This is an optimization exercise on Yosys and OpenROAD, whose aim is small area, not a production implementation. For this run, only the layout was checked, not whether the RTL still works. The clock port is modelled as an ideal driver; clocking choices that lean on that would not hold on a real chip. Power is estimated from default activity; no workload was simulated.

$ cat flow/run.sh
#!/bin/bash
# Standard ORFS layout (the standard.sh) with three changes:
#  - minimum-size port buffers (buf_1) instead of the resizer's pick,
#  - a small balanced clock tree built by hand before CTS (flow/clocktree.tcl):
#    one root buffer and ten leaf buffers (TritonCTS then skips the net),
#  - an area-targeted ABC restructuring of the combinational logic after
#    floorplan (registers are left as synthesised).
set -euo pipefail
here=$(pwd)
export BUFFER_PORTS_ARGS="-buffer_cell sky130_fd_sc_hd__buf_1"
export CTS_ARGS="-sink_clustering_enable -repair_clock_nets -dont_use_dummy_load -buf_list {sky130_fd_sc_hd__clkbuf_4 sky130_fd_sc_hd__clkbuf_8}"
export PRE_CTS_TCL="$here/flow/clocktree.tcl"
export CLOCK_LEAVES=10
export CLOCK_LEAF_CELL=sky130_fd_sc_hd__clkbuf_8
export CLOCK_ROOT_CELL=sky130_fd_sc_hd__clkbuf_8
export POST_FLOORPLAN_TCL="$here/flow/restructure.tcl"
export RESTRUCTURE_DIR="$here/restructure"
mkdir -p "$RESTRUCTURE_DIR"
python3 flow/filter_lib.py "$FLOW_HOME/platforms/sky130hd/lib/sky130_fd_sc_hd__tt_025C_1v80.lib" "$RESTRUCTURE_DIR/abc.lib" > filter_lib.log 2>&1
bash standard.sh > standard.log 2>&1
$ cat flow/clocktree.tcl
# Manual two-level clock tree: the register clock pins are split into
# CLOCK_LEAVES groups of nearby pins; each group gets one leaf
# buffer at its centroid, and a root buffer next to the leaves' centroid
# drives the leaves, so the clock port feeds a single cell.
set leaf_cell  $::env(CLOCK_LEAF_CELL)
set root_cell  $::env(CLOCK_ROOT_CELL)
set block [ord::get_db_block]
set dbu [$block getDbUnitsPerMicron]
set net [[$block findBTerm clk] getNet]
set clk_net_name [$net getName]
set sinks {}
foreach it [$net getITerms] {
  if {[$it isInputSignal] || [$it getIoType] == "INPUT"} {
    set inst [$it getInst]
    set bb [$inst getBBox]
    set x [expr {([$bb xMin] + [$bb xMax]) / 2.0 / $dbu}]
    set y [expr {([$bb yMin] + [$bb yMax]) / 2.0 / $dbu}]
    lappend sinks [list $x $y "[$inst getName]/[[$it getMTerm] getName]"]
  }
}
# Split items into k groups by recursive bisection along the longer side of
# each group's bounding box, group sizes in proportion to the leaf counts.
proc bisect {items k} {
  if {$k <= 1 || [llength $items] <= 1} { return [list $items] }
  set xs [lmap s $items {lindex $s 0}]
  set ys [lmap s $items {lindex $s 1}]
  set w [expr {[tcl::mathfunc::max {*}$xs] - [tcl::mathfunc::min {*}$xs]}]
  set h [expr {[tcl::mathfunc::max {*}$ys] - [tcl::mathfunc::min {*}$ys]}]
  set axis [expr {$w >= $h ? 0 : 1}]
  set k1 [expr {$k / 2}]
  set k2 [expr {$k - $k1}]
  set n1 [expr {int(round(double([llength $items]) * $k1 / $k))}]
  set sorted [lsort -real -index $axis $items]
  return [concat [bisect [lrange $sorted 0 [expr {$n1 - 1}]] $k1] \
                 [bisect [lrange $sorted $n1 end] $k2]]
}
set groups [bisect $sinks $::env(CLOCK_LEAVES)]
set i 0
set leaf_pins {}
set cxs {}; set cys {}
foreach g $groups {
  set sx 0.0; set sy 0.0
  foreach s $g { set sx [expr {$sx + [lindex $s 0]}]; set sy [expr {$sy + [lindex $s 1]}] }
  set cx [expr {$sx / [llength $g]}]; set cy [expr {$sy / [llength $g]}]
  lappend cxs $cx; lappend cys $cy
  set pins [lmap s $g {get_pins [lindex $s 2]}]
  puts "clock leaf $i: [llength $g] sinks at ($cx, $cy)"
  insert_buffer -buffer_cell $leaf_cell -net $clk_net_name -load_pins $pins \
    -location [list $cx $cy] -buffer_name clkleaf_$i -net_name clknet_leaf_$i
  incr i
}
# the clock net now feeds only the leaf buffers
foreach it [$net getITerms] {
  lappend leaf_pins [get_pins "[[$it getInst] getName]/[[$it getMTerm] getName]"]
}
set rx [expr {([tcl::mathfunc::min {*}$cxs] + [tcl::mathfunc::max {*}$cxs]) / 2.0}]
set ry [expr {([tcl::mathfunc::min {*}$cys] + [tcl::mathfunc::max {*}$cys]) / 2.0}]
insert_buffer -buffer_cell $root_cell -net $clk_net_name -load_pins $leaf_pins \
  -location [list $rx $ry] -buffer_name clkroot -net_name clknet_root
$ cat flow/filter_lib.py
"""Copy a Liberty file without the cells the platform marks don't-use
(sky130hd: *probe*, *lpflow*), for ABC restructuring to map onto."""
import re
import sys

src, dst = sys.argv[1], sys.argv[2]
text = open(src).read()
out = []
pos = 0
for m in re.finditer(r'\n\s*cell\s*\(\s*"?([A-Za-z0-9_]+)"?\s*\)\s*\{', text):
    if m.start() < pos:
        continue
    name = m.group(1)
    if "lpflow" not in name and "probe" not in name:
        continue
    # find the matching closing brace
    depth = 0
    i = m.end() - 1
    while True:
        c = text[i]
        if c == "{":
            depth += 1
        elif c == "}":
            depth -= 1
            if depth == 0:
                break
        i += 1
    out.append(text[pos:m.start()])
    pos = i + 1
out.append(text[pos:])
open(dst, "w").write("".join(out))
$ cat flow/restructure.tcl
# Area recovery: re-map the combinational logic with ABC, targeting area.
report_design_area
# a copy of the library without the don't-use cells (run.sh writes it)
set lib $::env(RESTRUCTURE_DIR)/abc.lib
restructure -target area -liberty_file $lib \
  -tielo_port sky130_fd_sc_hd__conb_1/LO -tiehi_port sky130_fd_sc_hd__conb_1/HI \
  -work_dir $::env(RESTRUCTURE_DIR) -abc_logfile $::env(RESTRUCTURE_DIR)/abc.log
report_design_area
$ cat standard.sh
#!/bin/bash
# synth_recipe.tcl (not shown) runs the flow's synth.tcl, then flattens the netlist and writes it again
# the make line also repeats each setting of config.mk as NAME=value (left out here)
make -C /OpenROAD-flow-scripts/flow DESIGN_CONFIG=/design/flow/config.mk WORK_HOME=/design/flow/orfs CLKGATE_MAP_FILE= SYNTH_SCRIPT=/design/flow/synth_recipe.tcl "${@:-finish}"
$ cat config.mk
export PLATFORM = sky130hd
export DESIGN_NAME = segcodec
export DESIGN_NICKNAME = segcodec
export VERILOG_FILES = /design/flow/design.v
export SDC_FILE = /design/flow/constraint.sdc
export NUM_CORES = 4
export LEC_CHECK = 0
export ABC_AREA = 1
export CAP_MARGIN = 20
export CORE_MARGIN = 2
export CORE_UTILIZATION = 45
export GPL_TIMING_DRIVEN = 0
export SLEW_MARGIN = 20
$ cat constraint.sdc
create_clock -name core_clock -period 6.0 [get_ports {clk}]
set_input_delay 1.2000 -clock core_clock [delete_from_list [all_inputs] [get_ports {clk}]]
set_output_delay 1.2000 -clock core_clock [all_outputs]
set_load 0.01 [all_outputs]
$ cat design.v
module segcodec (
    input             clk,
    input             rst,
    input             h_req,
    input             h_we,
    input      [1:0]  h_size,     
    input      [12:0] h_addr,
    input      [31:0] h_wdata,
    output            h_done,
    output reg        h_err,
    output reg [31:0] h_rdata,
    output reg        mem_en,
    output reg        mem_we,
    output reg [3:0]  mem_be,
    output reg [8:0]  mem_addr,
    output reg [31:0] mem_wdata,
    input      [31:0] mem_rdata
);
    localparam [2:0] S_IDLE = 3'd0, S_PRIME = 3'd1, S_SUM = 3'd2, S_FIN = 3'd3, S_DONE = 3'd4,
                     S_RST = 3'd5;
    reg [2:0]  state;
    reg [3:0]  lastop;      
    reg [2:0]  cause;
    reg        rxv;         
    reg [31:0] rxr;         
    reg [15:0] csum_r;      
    reg [15:0] s0, s1, s2, s3;    
    reg [13:0] p;           
    reg        cy;          
    wire st_idle  = (state == S_IDLE);
    wire st_prime = (state == S_PRIME);
    wire st_rst   = (state == S_RST);
    wire st_sum   = (state == S_SUM);
    wire st_fin   = (state == S_FIN);
    assign h_done = (state == S_DONE);
    wire [31:0] tx_hdr = {2'b01, s2[13:0], s1};
    wire        err    = |cause;
    wire        valid  = (lastop == 4'd2) && (cause == 3'd0);
    wire [31:0] status = {20'd0, lastop, 1'b0, cause, 2'b00, valid, err};
    wire [31:0] rx_hdr = rxv ? {1'b0, 1'b1, rxr[13:0], rxr[31:16]} : 32'd0;
    wire [10:0] plen   = (rx_hdr[26:16] > 11'd1440) ? 11'd1440 : rx_hdr[26:16];
    wire is_reg   = (h_addr[12:5] == 8'd0) && (h_size == 2'd2) && (h_addr[1:0] == 2'b00);
    wire is_frame = h_addr[12] && (h_addr[11:0] < 12'h5A6) && (h_size == 2'd0);
    always @(*) h_err = !(is_reg || is_frame);
    wire       ph31   = &p[4:0];
    wire [1:0] a_ph   = (h_addr[4:2] == 3'd5) ? 2'd2 : (h_addr[4:2] == 3'd2) ? 2'd1 : 2'd3;
    wire       act    = st_idle && h_req && (&p[4:2]) && (p[1:0] == a_ph);
    wire [15:0] rx_size = s0;
    wire [15:0] cs_len  = s3;
    wire [10:0] tx_len  = s2[10:0];
    wire       reg_wr = act && is_reg && h_we;
    wire       cmd_wr = reg_wr && (h_addr[4:2] == 3'd0);
    wire [3:0] opw    = h_wdata[3:0];
    wire enc_bad = tx_len > 11'd1440;
    wire dec_bad = rx_size != 16'd1446;
    wire cs_bad  = cs_len > 16'd1446;
    wire enc_go  = (opw == 4'd1) && !enc_bad;
    wire go      = cmd_wr && (enc_go || ((opw == 4'd2) && !dec_bad) ||
                              ((opw == 4'd3) && !cs_bad));
    reg [2:0] cause0;
    always @(*) begin
        case (opw)
            4'd1:    cause0 = enc_bad ? 3'd4 : 3'd0;
            4'd2:    cause0 = dec_bad ? 3'd1 : 3'd0;
            4'd3:    cause0 = cs_bad  ? 3'd4 : 3'd0;
            default: cause0 = 3'd5;
        endcase
    end
    wire is_enc = (lastop[1:0] == 2'd1);
    wire is_dec = (lastop[1:0] == 2'd2);
    wire is_cs  = (lastop[1:0] == 2'd3);
    wire [4:0]  plo  = p[4:0] + 5'd1;
    wire [9:0]  phi  = {1'b0, p[13:5]} + {9'd0, st_sum & ph31};
    wire [13:0] pinc = {phi[8:0], plo};
    wire        pend = phi[9];
    wire [4:0]  c    = p[4:0];
    wire [1:0]  k    = {c[4], ~c[3]};           
    wire [10:0] idx  = {p[13:5], k};            
    wire        inv  = &p[13:4];                
    wire [1:0]  ksel = st_sum ? k : h_addr[1:0];
    reg  [7:0]  rbyte;
    always @(*) begin
        case (ksel)
            2'd0: rbyte = mem_rdata[31:24];
            2'd1: rbyte = mem_rdata[23:16];
            2'd2: rbyte = mem_rdata[15:8];
            default: rbyte = mem_rdata[7:0];
        endcase
    end
    wire rbit = rbyte[c[2:0]];
    wire [10:0] nsel     = is_enc ? (s3[10:0] + 11'd6) : is_cs ? s0[10:0] : 11'd1446;
    wire        lt_now   = idx < nsel;
    reg         lt_q;
    wire        lt       = (p[1:0] == 2'd0) ? lt_now : lt_q;
    always @(posedge clk) lt_q <= lt;
    wire        f45      = (idx[10:1] == 10'd2);
    wire        keep     = lt && !(is_enc && f45);
    wire        in_frame = idx < 11'd1446;
    wire        wz       = st_sum && is_enc && !keep && in_frame && (c[2:0] != 3'd7);
    wire        qok      = pinc[13:5] < 9'd362;
    wire cap = st_sum && is_dec && (p[13:5] == 9'd0);
    wire opb = rbit & keep & st_sum;
    wire s   = csum_r[0] ^ opb ^ cy;
    wire co  = (csum_r[0] & opb) | (csum_r[0] & cy) | (opb & cy);
    always @(*) begin
        mem_en    = (act && (is_frame || (cmd_wr && enc_go))) || st_prime ||
                    (st_sum && qok) || (st_fin && is_enc);
        mem_we    = (st_idle && h_we) || wz || st_fin;
        mem_addr  = pinc[13:5] | (st_idle ? h_addr[10:2] : 9'd0) | {8'd0, st_fin};
        mem_be    = (4'b1000 >> ksel) | {4{st_idle && !h_addr[12]}} | {1'b0, st_fin, 2'b00};
        mem_wdata = st_idle ? (h_addr[12] ? {4{h_wdata[7:0]}} : tx_hdr)
                            : {csum_r & {16{st_fin}}, 16'd0};
    end
    always @(*) begin
        if (h_addr[12]) h_rdata = {24'd0, rbyte};
        else case (h_addr[4:2])
            3'd0: h_rdata = 32'd0;
            3'd1: h_rdata = status;
            3'd2: h_rdata = {2'b01, s1[13:0], s0};    
            3'd3: h_rdata = rx_hdr;
            3'd4: h_rdata = {16'd0, csum_r};
            3'd5: h_rdata = {16'd0, s0};    
            3'd6: h_rdata = {16'd0, s0};    
            default: h_rdata = {21'd0, plen};
        endcase
    end
    always @(posedge clk) begin
        csum_r <= {(st_rst || st_prime) ? 1'b0 : s ^ inv, csum_r[15:1]};
        rxr    <= {cap ? rbit : rxr[0], rxr[31:1]};
        s0     <= st_rst ? 16'd0 :
                  (reg_wr && ((h_addr[4:2] == 3'd5) || (h_addr[4:2] == 3'd6))) ? h_wdata[15:0] :
                  (reg_wr && (h_addr[4:2] == 3'd2)) ? (h_wdata[15:0] & 16'h3F3F) : s3;
        s1     <= (reg_wr && (h_addr[4:2] == 3'd2)) ? {2'b00, h_wdata[29:16]} : s0;
        s2     <= s1;
        s3     <= s2;
    end
    always @(posedge clk) begin
        if (rst) begin
            state    <= S_RST;
            lastop   <= 4'd0;
            cause    <= 3'd0;
            rxv      <= 1'b0;
            p        <= 14'd0;
            cy       <= 1'b0;
        end else begin
            p  <= pinc[13:0];
            cy <= st_sum & co;
            case (state)
                S_IDLE: if (act) begin
                    state <= go ? S_PRIME : S_DONE;
                    if (reg_wr) begin
                        case (h_addr[4:2])
                            3'd0: if (opw != 4'd0) begin
                                lastop <= opw;
                                cause  <= cause0;
                                if (opw == 4'd2) rxv <= 1'b0;
                            end
                            default: ;
                        endcase
                    end
                end
                S_PRIME: if (ph31) state <= S_SUM;
                S_SUM: begin
                    if (is_dec && inv && !s) cause <= 3'd2;
                    if (pend) state <= S_FIN;
                end
                S_FIN: begin
                    if (is_dec && (cause == 3'd0)) begin
                        if (rxr[15:14] != 2'b01) cause <= 3'd3;
                        else                     rxv   <= 1'b1;
                    end
                    state <= S_DONE;
                end
                S_RST: if (&p[3:0]) state <= S_IDLE;
                default: state <= S_IDLE;
            endcase
        end
    end
endmodule
==> summary.txt <==
-- final cells by class, without the clock buffers --
type / instances / area (um2)
inverters: 98 / 372
fillers: 1583 / 8040
flip-flops and latches: 139 / 2780
multi-input cells: 478 / 2890
well taps: 188 / 235
repair buffers: 167 / 674
-- state kept, by name, indices dropped and copies added, names as in the netlist, 4 cells and up --
name / flops
rxr: 32
csum_r: 16
s0: 16
s1: 16
s2: 16
s3: 16
p: 14
lastop: 4
-- logic make-up after synthesis --
logic type                 synth area share (%)
and+or+nand+nor                            29.5
AOI/OAI and AO/OA                          16.7
buffers and inverters                      9.41
DFF                                        39.9
adders and majority gates                  3.34
xor gates and xnor gates                   1.01
other                                    0.0538
-- metal layers --
metal	up-vias	global-route usage (%)
met2	312	41.7
met5	-	0
met3	46	2.41
met1	2906	35.6
li1	3024	-
met4	0	8.40
-- report_power, final --
part / internal, mW / leakage, nW / switching [mW]
logic: 0.0374 / 1.08 / 0.0735
clock network: 0.164 / 0.0791 / 0.290
registers: 0.924 / 1.12 / 0.00305
-- stage by stage --
stage / instances / hold WS [ns]
after floorplan: 996 / 0.310
after global placement: 1063 / 0.312
after detailed placement: 1069 / 0.315
after CTS: 1080 / 0.315
after global routing: 1081 / 0.338
final: 1081 / 0.334
-- worst max-delay path by stage --
stage	start	to	slack, ns	cells past startpoint
floorplan	h_addr[4]	h_rdata[9]	2.24	9
finish	s3[4]	mem_we	0.26	15
detailed placement	state[2]	cause[2]	-0.14	22
global placement	h_addr[3]	s1[9]	-1.52	9
CTS	h_addr[3]	mem_en	0.04	12
global route	s3[1]	mem_we	0.01	15
-- what timing repair did --
| action | CTS | global route |
|---|---|---|
| buffers inserted | 0 | 0 |
| gates resized for setup | 1 | 6 |
| cloned | 0 | 0 |
| setup endpoints to repair | 3 | 4 |
-- critical path, delay by kind of cell, from the launching register on --
kind	cells	cell delay [ns]
flip-flops	1	0.38
AO/OA/AOI/OAI	7	1.45
buffers and inverters	3	0.51
AND/OR/NAND/NOR	5	1.75
-- cells in the mapped netlist, drive strengths merged (3+ instances only) --
master | count | area [um2]
nand2 | 204 | 781
dfxtp | 139 | 2780
nor2 | 136 | 581
inv | 124 | 465
o21ai | 98 | 494
nand3 | 71 | 360
a21oi | 55 | 279
nor3 | 21 | 116
clkbuf | 18 | 67.6
ha | 17 | 213
buf | 16 | 114
nand4 | 16 | 106
a22oi | 13 | 97.6
nor4 | 12 | 75.1
o22ai | 9 | 56.3
o211ai | 8 | 60.1
xor2 | 8 | 70.1
a31oi | 6 | 37.5
a221oi | 4 | 35.0
o2111ai | 3 | 26.3
==> implementation parameters <==
Parameter                              Value

Detailed routing
  Antenna Nets Post-Route ... 0
  Total detailed-routing wirelength ... between 20000 and 25000 um
  Average via count per standard cell ... slightly below 6
  Top routing layer in use ... met4
  Number of vias after detailed routing ... around 6300
  DRC viols ... 0
  Pre-antenna DRT Iters ... 6
  Number of DRC markers after the initial detailed-route iteration ... around 570
  Routed length on met2 ... 9820 um
  Met3 routed WL ... roughly 1500 um
  Drt wl/cell ... 20.4 um
  M1 wire length ... 9940 um

Worst setup path
  Worst R2R End ... cause[2]
  Element type at the critical path start ... flop
  Number of cell instances on the worst register-to-register path ... 23
  Cell chain of the critical path ... clkinv_1, nor4_1, clkinv_1, nor3_1, o21a_1, o221ai_1, a22oi_1, o221ai_1, nor4b_1, nand2_1, nor4_1, o21ai_0, o41a_1, o221ai_1, buf_1
  Longest individual stage delay on the worst path ... 0.71 ns
  Setup slack of the most critical reg-to-reg path ... around 0.6 ns
  Worst R2R Start ... s3[4]
  Critical Setup Path Class ... reg -> out
  Cell repeated most along the worst path ... sky130_fd_sc_hd__o221ai_1
  Required time reported for the critical path endpoint ... about 4.8 ns
  Worst Path Arrival ... approximately 4.5 ns
  Cell with the largest stage delay on the worst path ... sky130_fd_sc_hd__nor4_1
  Nature of the critical path endpoint ... output pin
  CP Max Fanout ... 5

Placement
  Post-place setup slack ... -0.144 ns
  DP Wirelength ... between 15000 and 20000 um
  Placer congestion estimate ... 0.918
  I/O Buffers ... 160
  Area post-placement ... 6910 um2

GRT
  Global-route wire length before repair ... around 33000 um
  Largest net degree at the start of global routing ... 37
  Number of global-route vias before repair ... a little under 6000
  Number of antenna violations at the first check in global routing ... 0
  Gr ovfl total ... 0
  Total global routing track utilization ... approximately a quarter

Job
  Max-cap violation count ... 0

Clocking
  Clock transition at the registers of the reported paths ... roughly 0.090 ns
  Number of hold buffers added after CTS ... 0
  Clock latency on the worst-skew pair ... ~0.44 ns

STA
  Max Fclk ... 0.174 GHz
  Number of setup violations in the final report ... 0
  Unrepaired setup endpoints after global routing ... false
  Final clock skew ... approximately 0.018 ns
  Hold violation total from the final report ... 0
  Crit share post-route ... 95.6%
  Remaining max-slew budget at the tightest pin ... between 30 and 40%
  Fin Setup TNS ... 0 ns
  Pins over their slew limit ... 0
  Transition time at the pin with the least slew margin ... approximately 0.93 ns
  Final worst-path setup slack ... ~0.26 ns
  Min Clock Period, post-route ... about 5.7 ns

Yosys
  Top FF cell, synth ... sky130_fd_sc_hd__dfxtp_1
  Proportion of synthesized chip area in sequential cells ... approximately 40%
  Share of async-settable or async-resettable flops after synthesis ... 0%
  Synth Net Count ... approximately 1100
  Post-synthesis instance total ... 996
  Warning count from the yosys run ... 1
  Total of flip-flops plus latches after synthesis ... about 140
  Number of distinct library cells after synthesis ... 48
  EDFF count, synth ... 0
  Post-synthesis instance area ... 6970 um2
  Synthesized area per cell ... 6.99 um2

Cells and area
  Final cell utilization of the core ... roughly 47%
  Area growth, synth to finish ... 1.99%
  Share of cells above drive strength 1 ... 3.58%
  Cell area after layout ... 7100 um2
  Diodes inserted ... 0
  Commonest non-fill, non-tap cell in the layout ... sky130_fd_sc_hd__buf_1
  Net total in the final layout ... roughly 1000
  Commonest cells after routing, fill and taps aside ... sky130_fd_sc_hd__buf_1, sky130_fd_sc_hd__dfxtp_1, sky130_fd_sc_hd__clkinv_1

Floorplanning
  FP Rows ... 45
  Die footprint ... 16500 um2
  I/O pin total ... 164
  Overall die width ... ~130 um
  Die Span Y ... between 100 and 150 um
  Core region area ... 15100 um2
  Initial cell density of the core ... approximately 46%

Status
  Result of the run ... complete, no violations

Power
  Post-layout power ... between 1 and 1.5 mW
  Power density normalized to cell area ... around 210 nW/um2
  Leak pwr ... 2.28 nW
  Highest ir drop seen on vdd ... about 0.0001 V

Worst hold path
  Depth of the worst hold-timing path ... 0
  Critical hold path startpoint ... s2[14]
  Capture endpoint of the worst hold path ... s3[14]
  Path category of the worst min-delay check ... reg -> reg

## port drivers added, routing unchanged
How much do the figures lean on ideal ports? The routed layout below was timed once more, with nothing changed but the port constraints. Step 1 assumes that a clkbuf_16 drives the clock port and a buf_2 every other input. Step 2, shift: input delay + t, output delay - t, t = (earliest + latest rising clock arrival at the registers) / 2. This alone moves slack from input paths to output paths. a / b / c = ideal ports / drivers / drivers and shift; a / b = the first two.
t (ns): 0.462
setup WS [ns]: 0.262 / 0.226 / 0.335
hold slack, ns: 0.334 / 0.334 / 0.334
worst register clock-pin slew, ns: 0.10 / 0.10
worst data-port slew with drivers (ns): 0.04
After both steps this run still meets setup and hold. The setup slack of this run moves by -0.036 ns with the drivers and by +0.073 ns with both steps.
